This design comes from an exercise in tuning for small area, a short achievable clock period and few clock cycles on the open sky130 flow, not from production work.
At most, simulation tests tie the RTL to the original design; equivalence was not proved.
No activity file was given, so power comes from the tool's default toggle rates.

== run A ==
// ccb
module ccb (
    input  wire         clk,
    input  wire         rst,
    input  wire         cmd_valid,
    output reg          cmd_ready,
    input  wire [31:0]  cmd_data,
    output reg          rsp_valid,
    output reg  [2:0]   rsp_status,
    output reg  [31:0]  rsp_value,
    input  wire         edge_valid,
    input  wire [31:0]  edge_data,
    input  wire [29:0]  pin_i,
    input  wire [63:0]  time_i,
    output reg          ev_valid,
    output reg          ev_pulse,
    output reg  [2:0]   ev_ch,
    output reg  [15:0]  ev_val,
    output wire [127:0] duty_o,
    output reg  [29:0]  pin_oe,
    output reg  [89:0]  pin_ch,
    output wire         err_o
);
Settings: LEC_CHECK=0, ABC_CLOCK_PERIOD_IN_PS=3000, CAP_MARGIN=20, CELL_PAD_IN_SITES_DETAIL_PLACEMENT=1, CELL_PAD_IN_SITES_GLOBAL_PLACEMENT=1, CORE_MARGIN=2, CORE_UTILIZATION=40, SLEW_MARGIN=20; clock period 14.0 ns.
standard.sh (not shown) runs the stock make flow with config.mk's settings and CLKGATE_MAP_FILE= SYNTH_SCRIPT=/design/flow/synth_recipe.tcl, a recipe that flattens the netlist after the stock synthesis.
==> flow/flow/run.sh <==
#!/bin/bash
# Standard layout, with timing repair aimed well below the design's period
# and plain buffers (instead of delay cells) on the ports.
set -euo pipefail
bash standard.sh SETUP_SLACK_MARGIN=9 "BUFFER_PORTS_ARGS=-buffer_cell sky130_fd_sc_hd__buf_2" finish > standard_flow.log 2>&1
Run A went all the way through the flow, and no timing, DRC or antenna check failed.
Testbench counts of run A, summed over its fixed seeds: cycles 30,149.
diff inputs: run A => run B
Settings: TNS_END_PERCENT now 10, previously not set; CTS_BUF_LIST now sky130_fd_sc_hd__clkbuf_8, previously not set.
==> flow/flow/run.sh <==
#!/bin/bash
# Standard layout, with timing repair aimed well below the design's period
# and plain buffers (instead of delay cells) on the ports.
set -euo pipefail
bash standard.sh SETUP_SLACK_MARGIN=9.5 "BUFFER_PORTS_ARGS=-buffer_cell sky130_fd_sc_hd__buf_2" finish > standard_flow.log 2>&1
==> comparison <==
- From run A to run B the numbers moved as follows: worst slew slack as a fraction of its limit climbed 2.6 points, internal power of the cells dropped 380 uW.
- Via count delta for run B relative to run A: 381 higher
- Compared with run A, run B shows a higher design area.
- Run B ends up with a final setup slack of the worst path that is 0.38 ns higher than in run A.
- Critical path depth, run B and run A, lower one = run B.
- Run B ended up with a higher final cell count than run A did.
- Run B was carried through to the last stage, and its layout satisfied the timing, design-rule and antenna checks.
- In the reports for run B and run A, the smaller total power belongs to run B.
- Register fraction of the total cell area: higher on run A
- Via count normalized by instance count, run B and run A, higher one = run A.
- As of run B, per-cell routed wire length had fallen by a few percent compared to run A.
> inputs changed (run B -> run C)
Settings: TNS_END_PERCENT removed (was 10).
==> flow/flow/run.sh <==
#!/bin/bash
# Standard layout, with timing repair aimed well below the design's period
# and plain buffers (instead of delay cells) on the ports.
set -euo pipefail
bash standard.sh SETUP_SLACK_MARGIN=9.6 "BUFFER_PORTS_ARGS=-buffer_cell sky130_fd_sc_hd__buf_2" finish > standard_flow.log 2>&1
Results
Compared with run B, run C shows a higher clock latency reported for the late side of the worst-skew pair. Looking at clock skew, run C sits 0.033 ns above run B. Total power after layout of run C is on par with run B. Setup slack: run C more than run B. Run C against run B: total number of vias saw an increase; number of multi-input combinational cells in the layout saw little to no change.
Edits applied to the flow inputs when going from run C to run D:
==> flow/flow/run.sh <==
#!/bin/bash
# Standard layout, with timing repair aimed well below the design's period
# and plain buffers (instead of delay cells) on the ports.
set -euo pipefail
bash standard.sh SETUP_SLACK_MARGIN=9.5 "BUFFER_PORTS_ARGS=-buffer_cell sky130_fd_sc_hd__buf_2" finish > standard_flow.log 2>&1
--- outcome ---
Non-clock buffer total of the final layout in run D is about 9% lower than in run C
Compared with run C, in run D total power density per cell area saw an increase; utilization saw a decrease.
Compared with run C, in run D worst setup slack dropped 0.025 ns; final cell area excluding filler cells decreased 1.2%; post-detailed-placement half-perimeter wirelength rose by 0.60%; clock period minus worst slack rose 0.025 ns.

* * *

ccb, a different RTL version from the one above (not shown whole).
Size: roughly 6900 cells after synthesis, ~1100 flip-flops, about 470 I/O pins, roughly 68000 um2 of cells after synthesis.
Settings: LEC_CHECK=0, ABC_CLOCK_PERIOD_IN_PS=3000, CAP_MARGIN=20, CELL_PAD_IN_SITES_DETAIL_PLACEMENT=1, CELL_PAD_IN_SITES_GLOBAL_PLACEMENT=1, CORE_MARGIN=2, CORE_UTILIZATION=40, CTS_BUF_LIST=sky130_fd_sc_hd__clkbuf_8, SLEW_MARGIN=20; clock period 14.0 ns.
==> flow/flow/run.sh <==
#!/bin/bash
# Standard layout, with timing repair aimed well below the design's period
# and plain buffers (instead of delay cells) on the ports.
set -euo pipefail
bash standard.sh SETUP_SLACK_MARGIN=9 "BUFFER_PORTS_ARGS=-buffer_cell sky130_fd_sc_hd__buf_2" finish > standard_flow.log 2>&1
Testbench counts at the start, summed over its fixed seeds: cycles 30,149.
==> next run, changes <==
- CTS_BUF_LIST: sky130_fd_sc_hd__clkbuf_8 -> unset
=>
- count of clock-buffer cells in the layout fell by 53
- final area went up by 0.98%
- sequential power barely changes
- via count fell by 0.63%
- sequential share of layout area went down by 0.35 points
- setup slack gets worse by 0.0033 ns
- area after synthesis does not change
- routed wire length stays flat
- combinational power barely changes
- worst hold slack is about the same
- non-clock buffer count went up by 16

* * *

Setup of the previous run:
Another version of the RTL of ccb (not shown whole).
For scale: ~65000 sq um of cells after synthesis.
// ccb
module ccb (
    input  wire         clk,
    input  wire         rst,
    input  wire         cmd_valid,
    output reg          cmd_ready,
    input  wire [31:0]  cmd_data,
    output reg          rsp_valid,
    output reg  [2:0]   rsp_status,
    output reg  [31:0]  rsp_value,
    input  wire         edge_valid,
    input  wire [31:0]  edge_data,
    input  wire [29:0]  pin_i,
    input  wire [63:0]  time_i,
    output reg          ev_valid,
    output reg          ev_pulse,
    output reg  [2:0]   ev_ch,
    output reg  [15:0]  ev_val,
    output wire [127:0] duty_o,
    output reg  [29:0]  pin_oe,
    output reg  [89:0]  pin_ch,
    output wire         err_o
);
clock: 14.0 ns
lec_check: 0
abc_clock_period_in_ps: 3000
cap_margin: 20
cell_pad_in_sites_detail_placement: 1
cell_pad_in_sites_global_placement: 1
core_margin: 2
core_utilization: 40
setup_slack_margin: 1.0
slew_margin: 20
run.sh (not shown) runs the stock make flow with config.mk's settings and CLKGATE_MAP_FILE= SYNTH_SCRIPT=/design/flow/synth_recipe.tcl, a recipe that flattens the netlist after the stock synthesis.
Stock flow here: none of the scripts above is used.
#### Input delta (the current run over the previous run)
# the previous run
export LEC_CHECK = 0
export ABC_CLOCK_PERIOD_IN_PS = 3000
export CAP_MARGIN = 20
export CELL_PAD_IN_SITES_DETAIL_PLACEMENT = 1
export CELL_PAD_IN_SITES_GLOBAL_PLACEMENT = 1
export CORE_MARGIN = 2
export CORE_UTILIZATION = 40
export SETUP_SLACK_MARGIN = 1.0
export SLEW_MARGIN = 20
create_clock -name core_clock -period 14.0 [get_ports {clk}]
# the current run
export LEC_CHECK = 0
export ABC_CLOCK_PERIOD_IN_PS = 3000
export CAP_MARGIN = 20
export CELL_PAD_IN_SITES_DETAIL_PLACEMENT = 1
export CELL_PAD_IN_SITES_GLOBAL_PLACEMENT = 1
export CORE_MARGIN = 2
export CORE_UTILIZATION = 40
export SLEW_MARGIN = 20
create_clock -name core_clock -period 14.0 [get_ports {clk}]
==> flow/flow/run.sh (new file) <==
#!/bin/bash
# Standard layout, with timing repair aimed well below the design's period.
set -euo pipefail
bash standard.sh SETUP_SLACK_MARGIN=8 finish > standard_flow.log 2>&1
==> flow/standard.sh (new file) <==
#!/bin/bash
# synth_recipe.tcl (not shown) runs the flow's synth.tcl, then flattens the netlist and writes it again
# the make line also repeats each setting of config.mk as NAME=value (left out here)
make -C /OpenROAD-flow-scripts/flow DESIGN_CONFIG=/design/flow/config.mk WORK_HOME=/design/flow/orfs CLKGATE_MAP_FILE= SYNTH_SCRIPT=/design/flow/synth_recipe.tcl "${@:-finish}"
removed: flow/run.sh
--- outcome ---
The previous run was smaller in final cell area than the current run.
The critical path endpoint comes out ev_val[5]$_SDFFE_PP0P_ in one run and ev_val[4]$_SDFFE_PP0P_ in the other, namely in the current run and the previous run respectively.
Compared with the previous run, in the current run total buffers and inverters traversed by the critical path higher; via count of the first global-routing pass higher; part of the power in the clock network roughly the same; clock group total power roughly the same.
Re total inserted antenna cells: the current run is 3 up on the previous run.
The relative contribution of sequential cells to total power in the current run sits 0.2 points below the value recorded for the previous run.
The previous run → the current run: clock buffer instance count of the final layout now smaller; power now larger; cell count after placement comparable; total detailed-routing wirelength comparable.
Function was not checked in any run of this note: the RTL went through the layout flow alone.

* * *

Another version of the RTL of ccb (not shown whole).
Size in the first run: about 470 I/O pins.
clock: 14.0 ns
lec_check: 0
abc_clock_period_in_ps: 3000
cap_margin: 20
cell_pad_in_sites_detail_placement: 1
cell_pad_in_sites_global_placement: 1
core_margin: 2
core_utilization: 40
cts_buf_list: sky130_fd_sc_hd__clkbuf_8
slew_margin: 20
standard.sh (not shown) runs the stock make flow with config.mk's settings and CLKGATE_MAP_FILE= SYNTH_SCRIPT=/design/flow/synth_recipe.tcl, a recipe that flattens the netlist after the stock synthesis.
==> flow/flow/run.sh <==
#!/bin/bash
# Standard layout, with timing repair aimed well below the design's period
# and plain buffers (instead of delay cells) on the ports.
set -euo pipefail
bash standard.sh SETUP_SLACK_MARGIN=9.8 "BUFFER_PORTS_ARGS=-buffer_cell sky130_fd_sc_hd__buf_2" finish > standard_flow.log 2>&1
Then changed:
==> flow/flow/run.sh (replaced) <==
#!/bin/bash
# Standard layout, with timing repair aimed well below the design's period
# and plain buffers (instead of delay cells) on the ports.
set -euo pipefail
bash standard.sh SETUP_SLACK_MARGIN=9.5 "BUFFER_PORTS_ARGS=-buffer_cell sky130_fd_sc_hd__buf_2" finish > standard_flow.log 2>&1
Result: Final area falls by a few percent. Power falls slightly. Worst setup slack degrades by 80 ps. First-iteration DRC count falls by a little under a tenth.
Function was not checked in any run of this note: the RTL went through the layout flow alone.

what the ideal ports hide:
In the flow no input, the clock included, has a driving cell. The finished layouts below were timed again as built, in two steps. Step 1 sets driving cells, clkbuf_16 on the clock port and buf_2 on the other inputs (assumed; they add their load-dependent delay and slew). Step 2 times the ports against the registers' clock, not the clock port: input delays grow and output delays shrink by t, the midpoint of the rising clock arrivals with the driver on. Three values: ideal, step 1, step 2; two values: the first two.
| run | t (ns) | setup WS [ns] | worst setup path after step 2 | slew at the worst register clock pin (ns) | cell pins on the clock port's net |
|---|---|---|---|---|---|
| run A | 0.887 | 9.019 / 9.024 / 8.137 | input to register | 0.07 / 0.07 | 1 |
| run B | 1.067 | 9.401 / 9.376 / 8.368 | input to register | 0.08 / 0.08 | 1 |
| run C | 1.082 | 9.488 / 9.392 / 8.534 | input to register | 0.07 / 0.07 | 1 |
| run D | 1.050 | 9.462 / 9.376 / 8.401 | input to register | 0.07 / 0.07 | 1 |
| the first run of note 2 | 1.078 | 9.051 / 9.083 / 8.005 | input to register | 0.07 / 0.07 | 1 |
| the second run of note 2 | 0.899 | 9.047 / 9.048 / 8.150 | input to register | 0.07 / 0.07 | 1 |
| the previous run | 0.860 | 6.309 / 6.309 / 6.309 | register to register | 0.08 / 0.08 | 1 |
| the current run | 0.843 | 7.957 / 7.929 / 7.192 | input to register | 0.07 / 0.07 | 1 |
| the first run of note 4 | 1.079 | 9.479 / 9.383 / 8.541 | input to register | 0.07 / 0.07 | 1 |
| the second run of note 4 | 1.079 | 9.399 / 9.387 / 8.387 | input to register | 0.08 / 0.08 | 1 |
After both steps setup and hold are still met in every run listed. For run D, which loses most, drivers alone change the setup slack by -0.086 ns; drivers and shift together by -1.061 ns.
